Source: an optimization exercise on an open RTL-to-GDS flow (aim: small area, a short achievable clock period and few clock cycles per item). Production flows keep margins and buffers that such runs may drop. In this exercise RTL edits were held to simulation tests only and were not proved equivalent to the original. Power is estimated from default activity; no workload was simulated.

==> flow/design.v (excerpt) <==
module cdivr (
    input  wire         clk,
    input  wire         rst,
    input  wire         in_valid,
    output wire         in_ready,
    input  wire [127:0] a,
    input  wire [63:0]  n,
    output reg          out_valid,
    output wire [127:0] y
);
clock: 14.0 ns
lec_check: 0
cap_margin: 20
core_margin: 2
core_utilization: 40
slew_margin: 20
run.sh (not shown) runs the stock make flow with config.mk's settings and CLKGATE_MAP_FILE= SYNTH_SCRIPT=/design/flow/synth_recipe.tcl, a recipe that flattens the netlist after the stock synthesis.
Testbench counts at the start, summed over its fixed seeds: cycles 27,213, items 1,600.
Next try:
--- a/flow/design.v
+++ b/flow/design.v
@@ -123,23 +123,25 @@
     reg        nan [0:1];    
     reg [1:0]  qp, qn;       
     reg [1:0]  qpt_n, qnt_n; 
     wire [1:0] qp_n, qn_n;
     assign in_ready = st_idle;
     assign y = {s[1], e[1][10:0], Q[1][52:1], s[0], e[0][10:0], Q[0][52:1]};
     wire [5:0]  lzc;
-    wire        pow2;
-    u64_lzc u_lzc (.n(d), .lz(lzc), .pow2(pow2));
-    wire        dz    = ~|d;
+    u64_lzc u_lzc (.n(d), .lz(lzc), .pow2());
+    reg         pow2, dz;
     reg  [5:0]  pos;
+    wire        pow2_in;
+    reg  [5:0]  pos_in;
+    u64_lzc u_p2 (.n(n), .lz(), .pow2(pow2_in));
     integer j;
     always @* begin
-        pos = 6'd0;
+        pos_in = 6'd0;
         for (j = 0; j < 64; j = j + 1)
-            if (d[j]) pos = pos | j[5:0];
+            if (n[j]) pos_in = pos_in | j[5:0];
     end
     wire [63:0] dn    = d << lz;
     wire        dninc = dn[10] & ((|dn[9:0]) | dn[11]);
     wire [56:0] D     = {3'b000, d[63:11], d_inc};
     wire [1:0]  cond;
     wire [55:0] Q_n   [0:1];
     wire [55:0] QM_n  [0:1];
@@ -244,15 +246,20 @@
             end
         end
     end
     integer k;
     always @(posedge clk) begin
         if (st_n2) cnt <= 5'd0;
         else       cnt <= cnt + 5'd1;
-        if (st_idle) d <= n;
+        if (st_idle) begin
+            d    <= n;
+            pow2 <= pow2_in;
+            dz   <= ~|n;
+            pos  <= pos_in;
+        end
         if (st_n1) begin
             lz   <= lzc;
         end
         if (st_n2) begin
             d     <= dn;
             d_inc <= dninc;
             for (k = 0; k < 2; k = k + 1) begin
Outcome: Clock power rose by about 3%; sequential power rose by about 1%; setup slack improved by 0.16 ns; routed wire length rose by 0.74%; final cell count rose by 1.6%.
Testbench counts after the change, summed over its fixed seeds: cycles 27,213, items 1,600.

========
The RTL this note starts from:
==> flow/design.v <==
module u64_lzc (
    input  wire [63:0] n,
    output wire [5:0]  lz,
    output wire        pow2
);
    reg        v [0:6][0:63];
    reg [5:0]  z [0:6][0:63];
    reg        a1 [0:6][0:63];
    reg        m1 [0:6][0:63];
    integer l, i;
    always @* begin
        for (i = 0; i < 64; i = i + 1) begin
            v[0][i]  = n[i];
            z[0][i]  = 6'd0;
            a1[0][i] = n[i];
            m1[0][i] = 1'b0;
        end
        for (l = 1; l <= 6; l = l + 1)
            for (i = 0; i < (64 >> l); i = i + 1) begin
                v[l][i]  = v[l-1][2*i+1] | v[l-1][2*i];
                z[l][i]  = v[l-1][2*i+1] ? z[l-1][2*i+1]
                                         : (z[l-1][2*i] | (6'd1 << (l - 1)));
                a1[l][i] = a1[l-1][2*i+1] | a1[l-1][2*i];
                m1[l][i] = m1[l-1][2*i+1] | m1[l-1][2*i] | (a1[l-1][2*i+1] & a1[l-1][2*i]);
            end
    end
    assign lz   = v[6][0] ? z[6][0] : 6'd63;
    assign pow2 = a1[6][0] & ~m1[6][0];
endmodule
module srt_step2 (
    input  wire [56:0] ws,
    input  wire [56:0] wc,
    input  wire [56:0] D,
    input  wire [5:0]  Dp,
    input  wire [5:0]  Dn,
    input  wire        inc,
    input  wire        p1,
    input  wire        n1,
    input  wire        p1t,
    input  wire        n1t,
    output wire        p2,
    output wire        n2,
    output wire        p3,
    output wire        n3,
    output wire [56:0] ws_n,
    output wire [56:0] wc_n
);
    function automatic [1:0] est(input [4:0] x, input [4:0] y);
        reg [4:0] g, p;
        reg c4, s0, sm1;
        begin
            g   = x & y;
            p   = x ^ y;
            c4  = g[3] | (p[3] & g[2]) | (p[3] & p[2] & g[1]) | (p[3] & p[2] & p[1] & g[0]);
            s0  = (p == {(x[3:0] | y[3:0]), 1'b0});    
            sm1 = &p;                                  
            est = {~(p[4] ^ c4) & ~s0, s0 | sm1};
        end
    endfunction
    function automatic [1:0] nxt(input [5:0] x, input [5:0] y, input [5:0] m);
        nxt = est(x[5:1] ^ y[5:1] ^ m[5:1],
                  (x[4:0] & y[4:0]) | (x[4:0] & m[4:0]) | (y[4:0] & m[4:0]));
    endfunction
    wire [56:0] a = {ws[55:0], 1'b0};
    wire [56:0] b = {wc[55:0], 1'b0};
    wire [1:0] ep = nxt(a[55:50], b[55:50], Dp);
    wire [1:0] e0 = nxt(a[55:50], b[55:50], 6'd0);
    wire [1:0] en = nxt(a[55:50], b[55:50], Dn);
    wire [1:0] e2  = p1  ? ep : (n1  ? en : e0);
    wire [1:0] e2t = p1t ? ep : (n1t ? en : e0);
    assign p2 = e2[1];
    assign n2 = ~e2[1] & ~e2[0];
    wire   p2t = e2t[1];
    wire   n2t = ~e2t[1] & ~e2t[0];
    wire [56:0] m1   = p1 ? ~D : (n1 ? D : 57'd0);
    wire [27:0] m1t  = p1t ? ~D[56:29] : (n1t ? D[56:29] : 28'd0);
    wire [56:0] m1x  = {m1t, m1[28:0]};
    wire        inj1 = p1 ? ~inc : (n1 & inc);
    wire [56:0] ws1  = a ^ b ^ m1x;
    wire [56:0] c1   = (a & b) | (a & m1x) | (b & m1x);
    wire [56:0] wc1  = {c1[55:0], inj1};
    wire [56:0] a2   = {ws1[55:0], 1'b0};
    wire [56:0] b2   = {wc1[55:0], 1'b0};
    wire [56:0] m2   = p2 ? ~D : (n2 ? D : 57'd0);
    wire [27:0] m2t  = p2t ? ~D[56:29] : (n2t ? D[56:29] : 28'd0);
    wire [56:0] m2x  = {m2t, m2[28:0]};
    wire        inj2 = p2 ? ~inc : (n2 & inc);
    assign ws_n = a2 ^ b2 ^ m2x;
    wire [56:0] c2   = (a2 & b2) | (a2 & m2x) | (b2 & m2x);
    assign wc_n = {c2[55:0], inj2};
    wire [1:0] fp = nxt(a2[55:50], b2[55:50], Dp);
    wire [1:0] f0 = nxt(a2[55:50], b2[55:50], 6'd0);
    wire [1:0] fn = nxt(a2[55:50], b2[55:50], Dn);
    wire [1:0] e3 = p2t ? fp : (n2t ? fn : f0);
    assign p3 = e3[1];
    assign n3 = ~e3[1] & ~e3[0];
endmodule
module cdivr (
    input  wire         clk,
    input  wire         rst,
    input  wire         in_valid,
    output wire         in_ready,
    input  wire [127:0] a,
    input  wire [63:0]  n,
    output reg          out_valid,
    output wire [127:0] y
);
    reg        st_idle, st_n1, st_n2, st_n3, st_div, st_f1, st_fin;
    reg [4:0]  cnt;
    reg [63:0] d;
    reg [5:0]  lz;
    reg        d_inc;
    reg [5:0]  dtp [0:1];    
    reg [5:0]  dtn [0:1];    
    reg        s   [0:1];
    reg [12:0] e   [0:1];    
    reg [55:0] Q   [0:1];    
    reg [55:0] QM  [0:1];    
    reg [56:0] ws  [0:1];    
    reg [56:0] wc  [0:1];
    reg        stk [0:1];    
    reg        frc [0:1];    
    reg        nan [0:1];    
    reg [1:0]  qp, qn;       
    reg [1:0]  qpt_n, qnt_n; 
    wire [1:0] qp_n, qn_n;
    assign in_ready = st_idle;
    assign y = {s[1], e[1][10:0], Q[1][52:1], s[0], e[0][10:0], Q[0][52:1]};
    wire [5:0]  lzc;
    u64_lzc u_lzc (.n(d), .lz(lzc), .pow2());
    reg         pow2, dz;
    reg  [5:0]  pos;
    wire        pow2_in;
    reg  [5:0]  pos_in;
    u64_lzc u_p2 (.n(n), .lz(), .pow2(pow2_in));
    integer j;
    always @* begin
        pos_in = 6'd0;
        for (j = 0; j < 64; j = j + 1)
            if (n[j]) pos_in = pos_in | j[5:0];
    end
    wire [63:0] dn    = d << lz;
    wire        dninc = dn[10] & ((|dn[9:0]) | dn[11]);
    wire [56:0] D     = {3'b000, d[63:11], d_inc};
    wire [1:0]  cond;
    wire [55:0] Q_n   [0:1];
    wire [55:0] QM_n  [0:1];
    wire [56:0] ws_n  [0:1];
    wire [56:0] wc_n  [0:1];
    wire [1:0]  rneg, rz0;
    wire [62:0] rnd   [0:1];
    genvar c;
    generate for (c = 0; c < 2; c = c + 1) begin : g_c
        wire        p1 = qp[c], n1 = qn[c];
        wire        p2, n2;
        srt_step2 u_s (.ws(ws[c]), .wc(wc[c]), .D(D), .Dp(dtp[c]), .Dn(dtn[c]),
                       .inc(d_inc), .p1(p1), .n1(n1), .p1t(~qpt_n[c]), .n1t(~qnt_n[c]),
                       .p2(p2), .n2(n2), .p3(qp_n[c]), .n3(qn_n[c]),
                       .ws_n(ws_n[c]), .wc_n(wc_n[c]));
        wire signed [2:0] v = $signed({p1 | n1 ? {n1, 1'b1} : 2'b00, 1'b0})
                            + $signed({n2, p2 | n2});
        wire v_ge0 = p1 | (~n1 & ~n2);
        wire v_ge1 = p1 | (~n1 & p2);
        wire [1:0] vm1 = v[1:0] - 2'd1;
        assign Q_n[c]  = {v_ge0 ? Q[c][53:0] : QM[c][53:0], v[1:0]};
        assign QM_n[c] = {v_ge1 ? Q[c][53:0] : QM[c][53:0], vm1};
        wire [56:0] x = ws[c] ^ wc[c];
        wire [56:0] o = ws[c] | wc[c];
        assign rz0[c] = (x == {o[55:0], 1'b0});
        reg [55:0] g, p;
        integer l, i;
        always @* begin
            g = ws[c][55:0] & wc[c][55:0];
            p = o[55:0];
            for (l = 1; l < 64; l = l * 2)
                for (i = 55; i >= l; i = i - 1) begin
                    g[i] = g[i] | (p[i] & g[i - l]);
                    p[i] = p[i] & p[i - l];
                end
        end
        assign rneg[c] = x[56] ^ g[55];
        assign cond[c] = ~frc[c] & ((Q[c][55] | Q[c][54]) |
                                    e[c][12] | (e[c][11:0] == 12'd0));
        wire [10:0] efield = frc[c] ? 11'h7ff : (Q[c][53] ? e[c][10:0] : 11'd0);
        wire [51:0] frac   = frc[c] ? {nan[c], 51'd0} : Q[c][52:1];
        wire        rinc   = ~frc[c] & Q[c][0] & (stk[c] | Q[c][1]);
        assign rnd[c] = {efield, frac} + {62'd0, rinc};
    end endgenerate
    wire fin_shift = cond[0] | cond[1];
    wire [1:0] q1i [0:1];
    generate for (c = 0; c < 2; c = c + 1) begin : g_q1
        wire [4:0] x = {2'b00, Q[c][53:51]};
        wire [4:0] y = {2'b11, ~d[63:61]};
        wire [4:0] g = x & y;
        wire [4:0] p = x ^ y;
        wire c4  = g[3] | (p[3] & g[2]) | (p[3] & p[2] & g[1]) | (p[3] & p[2] & p[1] & g[0]);
        wire s0  = (p == {(x[3:0] | y[3:0]), 1'b0});
        wire sm1 = &p;
        wire pos = ~(p[4] ^ c4) & ~s0;
        assign q1i[c] = {pos, ~pos & ~(s0 | sm1)};
    end endgenerate
    wire [1:0] p2ok;
    generate for (c = 0; c < 2; c = c + 1) begin : g_p2
        assign p2ok[c] = (e[c][10:0] != 11'h7ff) &
                         ((|e[c][10:6]) | (e[c][5:0] > pos));
    end endgenerate
    always @(posedge clk) begin
        if (rst) begin
            st_idle   <= 1'b1;
            st_n1     <= 1'b0;
            st_n2     <= 1'b0;
            st_n3     <= 1'b0;
            st_div    <= 1'b0;
            st_f1     <= 1'b0;
            st_fin    <= 1'b0;
            out_valid <= 1'b0;
        end else begin
            out_valid <= 1'b0;
            if (st_idle && in_valid) begin
                st_idle <= 1'b0;
                st_n1   <= 1'b1;
            end
            if (st_n1) begin
                st_n1 <= 1'b0;
                if (pow2 && p2ok[0] && p2ok[1]) begin
                    st_idle   <= 1'b1;
                    out_valid <= 1'b1;
                end else if (pow2 || dz) st_fin <= 1'b1;
                else                     st_n2  <= 1'b1;
            end
            if (st_n2) begin
                st_n2  <= 1'b0;
                st_n3  <= 1'b1;
            end
            if (st_n3) begin
                st_n3  <= 1'b0;
                st_div <= 1'b1;
            end
            if (st_div && cnt == 5'd26) begin
                st_div <= 1'b0;
                st_f1  <= 1'b1;
            end
            if (st_f1) begin
                st_f1  <= 1'b0;
                st_fin <= 1'b1;
            end
            if (st_fin && !fin_shift) begin
                st_fin    <= 1'b0;
                st_idle   <= 1'b1;
                out_valid <= 1'b1;
            end
        end
    end
    integer k;
    always @(posedge clk) begin
        if (st_n3) cnt <= 5'd0;
        else       cnt <= cnt + 5'd1;
        if (st_idle) begin
            d    <= n;
            pow2 <= pow2_in;
            dz   <= ~|n;
            pos  <= pos_in;
        end
        if (st_n1) begin
            lz   <= lzc;
        end
        if (st_n2) begin
            d     <= dn;
            d_inc <= dninc;
            for (k = 0; k < 2; k = k + 1) begin
                dtp[k] <= ~{3'b001, dn[62:60]};
                dtn[k] <=  {3'b001, dn[62:60]};
            end
        end
        for (k = 0; k < 2; k = k + 1) begin
            qp[k]    <= st_n3 ? q1i[k][1] : qp_n[k];
            qn[k]    <= st_n3 ? q1i[k][0] : qn_n[k];
            qpt_n[k] <= ~(st_n3 ? q1i[k][1] : qp_n[k]);
            qnt_n[k] <= ~(st_n3 ? q1i[k][0] : qn_n[k]);
            ws[k] <= st_n3 ? {3'b000, Q[k][53:1], ~d_inc} : ws_n[k];
            wc[k] <= st_n3 ? {3'b111, ~d[63:11], ~d_inc} : wc_n[k];
            QM[k] <= st_n3 ? 56'd0 : QM_n[k];
            if (st_idle) begin
                s[k] <= a[64*k + 63];
                e[k] <= {2'b00, a[64*k + 62 -: 11]};
                Q[k] <= {3'b000, a[64*k + 51 -: 52], 1'b0};
            end
            if (st_n1) begin : norm
                reg xe0, xe1, xf0, xzero;
                xe0   = (e[k][10:0] == 11'd0);
                xe1   = (e[k][10:0] == 11'h7ff);
                xf0   = (Q[k][52:1] == 52'd0);
                xzero = xe0 & xf0;
                nan[k] <= (xe1 & ~xf0) | (dz & xzero);
                frc[k] <= xe1 | dz;
                stk[k] <= 1'b0;
                Q[k][53] <= ~xe0;    
                if (pow2) e[k] <= {2'b00, e[k][10:1], e[k][0] | xe0} - {7'd0, pos};
            end
            if (st_n3) Q[k] <= 56'd1;
            if (st_n2)
                e[k] <= {2'b00, e[k][10:1], e[k][0] | (e[k][10:0] == 11'd0)} + {7'h7f, lz};
            if (st_div) begin
                Q[k] <= Q_n[k];
            end
            if (st_f1) begin
                if (rneg[k]) Q[k] <= QM[k];
                stk[k] <= ~rz0[k];
            end
            if (st_fin) begin
                if (fin_shift) begin
                    if (cond[k]) begin
                        Q[k]   <= {1'b0, Q[k][55:1]};
                        e[k]   <= e[k] + 13'd1;
                        stk[k] <= stk[k] | Q[k][0];
                    end
                end else begin
                    e[k][10:0] <= rnd[k][62:52];
                    Q[k][52:1] <= rnd[k][51:0];
                end
            end
        end
    end
endmodule
==> flow/config.mk <==
export PLATFORM = sky130hd
export DESIGN_NAME = cdivr
export DESIGN_NICKNAME = cdivr
export VERILOG_FILES = /design/flow/design.v
export SDC_FILE = /design/flow/constraint.sdc
export NUM_CORES = 4
export LEC_CHECK = 0
export CAP_MARGIN = 20
export CORE_MARGIN = 2
export CORE_UTILIZATION = 40
export SLEW_MARGIN = 20
==> flow/constraint.sdc <==
create_clock -name core_clock -period 14.0 [get_ports {clk}]
set_input_delay 2.8000 -clock core_clock [delete_from_list [all_inputs] [get_ports {clk}]]
set_output_delay 2.8000 -clock core_clock [all_outputs]
set_load 0.01 [all_outputs]
Testbench counts at the start, summed over its fixed seeds: cycles 27,996, items 1,600.
Edit:
--- a/flow/design.v
+++ b/flow/design.v
@@ -35,12 +35,14 @@
     input  wire [5:0]  Dn,
     input  wire        inc,
     input  wire        p1,
     input  wire        n1,
     input  wire        p1t,
     input  wire        n1t,
+    input  wire        p1c,
+    input  wire        n1c,
     output wire        p2,
     output wire        n2,
     output wire        p3,
     output wire        n3,
     output wire [56:0] ws_n,
     output wire [56:0] wc_n
@@ -69,24 +71,29 @@
     wire [1:0] e2  = p1  ? ep : (n1  ? en : e0);
     wire [1:0] e2t = p1t ? ep : (n1t ? en : e0);
     assign p2 = e2[1];
     assign n2 = ~e2[1] & ~e2[0];
     wire   p2t = e2t[1];
     wire   n2t = ~e2t[1] & ~e2t[0];
+    wire [1:0] e2c = p1c ? ep : (n1c ? en : e0);
+    wire   p2c = e2c[1];
+    wire   n2c = ~e2c[1] & ~e2c[0];
     wire [56:0] m1   = p1 ? ~D : (n1 ? D : 57'd0);
-    wire [27:0] m1t  = p1t ? ~D[56:29] : (n1t ? D[56:29] : 28'd0);
-    wire [56:0] m1x  = {m1t, m1[28:0]};
+    wire [18:0] m1t  = p1t ? ~D[56:38] : (n1t ? D[56:38] : 19'd0);
+    wire [18:0] m1c  = p1c ? ~D[37:19] : (n1c ? D[37:19] : 19'd0);
+    wire [56:0] m1x  = {m1t, m1c, m1[18:0]};
     wire        inj1 = p1 ? ~inc : (n1 & inc);
     wire [56:0] ws1  = a ^ b ^ m1x;
     wire [56:0] c1   = (a & b) | (a & m1x) | (b & m1x);
     wire [56:0] wc1  = {c1[55:0], inj1};
     wire [56:0] a2   = {ws1[55:0], 1'b0};
     wire [56:0] b2   = {wc1[55:0], 1'b0};
     wire [56:0] m2   = p2 ? ~D : (n2 ? D : 57'd0);
-    wire [27:0] m2t  = p2t ? ~D[56:29] : (n2t ? D[56:29] : 28'd0);
-    wire [56:0] m2x  = {m2t, m2[28:0]};
+    wire [18:0] m2t  = p2t ? ~D[56:38] : (n2t ? D[56:38] : 19'd0);
+    wire [18:0] m2c  = p2c ? ~D[37:19] : (n2c ? D[37:19] : 19'd0);
+    wire [56:0] m2x  = {m2t, m2c, m2[18:0]};
     wire        inj2 = p2 ? ~inc : (n2 & inc);
     assign ws_n = a2 ^ b2 ^ m2x;
     wire [56:0] c2   = (a2 & b2) | (a2 & m2x) | (b2 & m2x);
     assign wc_n = {c2[55:0], inj2};
     wire [1:0] fp = nxt(a2[55:50], b2[55:50], Dp);
     wire [1:0] f0 = nxt(a2[55:50], b2[55:50], 6'd0);
@@ -120,12 +127,13 @@
     reg [56:0] wc  [0:1];
     reg        stk [0:1];    
     reg        frc [0:1];    
     reg        nan [0:1];    
     reg [1:0]  qp, qn;       
     reg [1:0]  qpt_n, qnt_n; 
+    reg [1:0]  qpc, qnc;     
     wire [1:0] qp_n, qn_n;
     assign in_ready = st_idle;
     assign y = {s[1], e[1][10:0], Q[1][52:1], s[0], e[0][10:0], Q[0][52:1]};
     wire [5:0]  lzc;
     u64_lzc u_lzc (.n(d), .lz(lzc), .pow2());
     reg         pow2, dz;
@@ -151,13 +159,13 @@
     wire [62:0] rnd   [0:1];
     genvar c;
     generate for (c = 0; c < 2; c = c + 1) begin : g_c
         wire        p1 = qp[c], n1 = qn[c];
         wire        p2, n2;
         srt_step2 u_s (.ws(ws[c]), .wc(wc[c]), .D(D), .Dp(dtp[c]), .Dn(dtn[c]),
-                       .inc(d_inc), .p1(p1), .n1(n1), .p1t(~qpt_n[c]), .n1t(~qnt_n[c]),
+                       .inc(d_inc), .p1(p1), .n1(n1), .p1t(~qpt_n[c]), .n1t(~qnt_n[c]), .p1c(qpc[c]), .n1c(qnc[c]),
                        .p2(p2), .n2(n2), .p3(qp_n[c]), .n3(qn_n[c]),
                        .ws_n(ws_n[c]), .wc_n(wc_n[c]));
         wire signed [2:0] v = $signed({p1 | n1 ? {n1, 1'b1} : 2'b00, 1'b0})
                             + $signed({n2, p2 | n2});
         wire v_ge0 = p1 | (~n1 & ~n2);
         wire v_ge1 = p1 | (~n1 & p2);
@@ -274,12 +282,16 @@
         end
         for (k = 0; k < 2; k = k + 1) begin
             qp[k]    <= st_n3 ? q1i[k][1] : qp_n[k];
             qn[k]    <= st_n3 ? q1i[k][0] : qn_n[k];
             qpt_n[k] <= ~(st_n3 ? q1i[k][1] : qp_n[k]);
             qnt_n[k] <= ~(st_n3 ? q1i[k][0] : qn_n[k]);
+            if (st_n3 | st_div) begin
+                qpc[k] <= st_n3 ? q1i[k][1] : qp_n[k];
+                qnc[k] <= st_n3 ? q1i[k][0] : qn_n[k];
+            end
             ws[k] <= st_n3 ? {3'b000, Q[k][53:1], ~d_inc} : ws_n[k];
             wc[k] <= st_n3 ? {3'b111, ~d[63:11], ~d_inc} : wc_n[k];
             QM[k] <= st_n3 ? 56'd0 : QM_n[k];
             if (st_idle) begin
                 s[k] <= a[64*k + 63];
                 e[k] <= {2'b00, a[64*k + 62 -: 11]};
Effect:
- The new run finished with timing, DRC and antenna clean
- die area increases slightly
- routed wire length came out lower by a few percent
- setup slack loses 1.1 ns
- clock skew is lower by 0.0089 ns
- clock-buffer cell count rises by 17
- sequential cell count came out higher by 4
- area after synthesis climbs slightly
- clock power rose by a few percent
- global-route usage decreases by 2.2 points
- critical path depth came out higher by 4
Testbench counts after the change, summed over its fixed seeds: cycles 27,996, items 1,600.

==> afterwards: timing with drivers on the ports <==
In the flow no input, the clock included, has a driving cell. The finished layouts below were timed again as built, in two steps. Step 1: set_driving_cell puts a clkbuf_16 on clk and a buf_2 on each other input, an assumption about the parent block. Step 2 moves the port delays by t, midway between the first and last clock arrival at a register: inputs arrive t later, outputs are due t later. That takes back most of the time a late clock gives input paths. a / b / c = no drivers / after step 1 / after step 2; a / b = the first two.
run | t, ns | setup slack, ns | hold slack, ns | worst setup path at the end | latest minus earliest clock arrival (ns)
the first run of note 1 | 0.762 | 8.612 / 8.612 / 8.612 | 0.454 / 0.454 / 0.454 | register to register | 0.037 / 0.037
the second run of note 1 | 0.730 | 8.769 / 8.769 / 8.145 | 0.467 / 0.467 / 0.467 | input to register | 0.035 / 0.034
the first run of note 2 | 0.753 | 8.997 / 8.929 / 8.463 | 0.447 / 0.447 / 0.447 | input to register | 0.055 / 0.054
the second run of note 2 | 0.736 | 7.934 / 7.934 / 7.934 | 0.457 / 0.457 / 0.457 | register to register | 0.042 / 0.043
After both steps setup and hold are still met in every run listed. For the second run of note 1, which loses most, drivers alone change the setup slack by 0.000 ns; drivers and shift together by -0.624 ns.
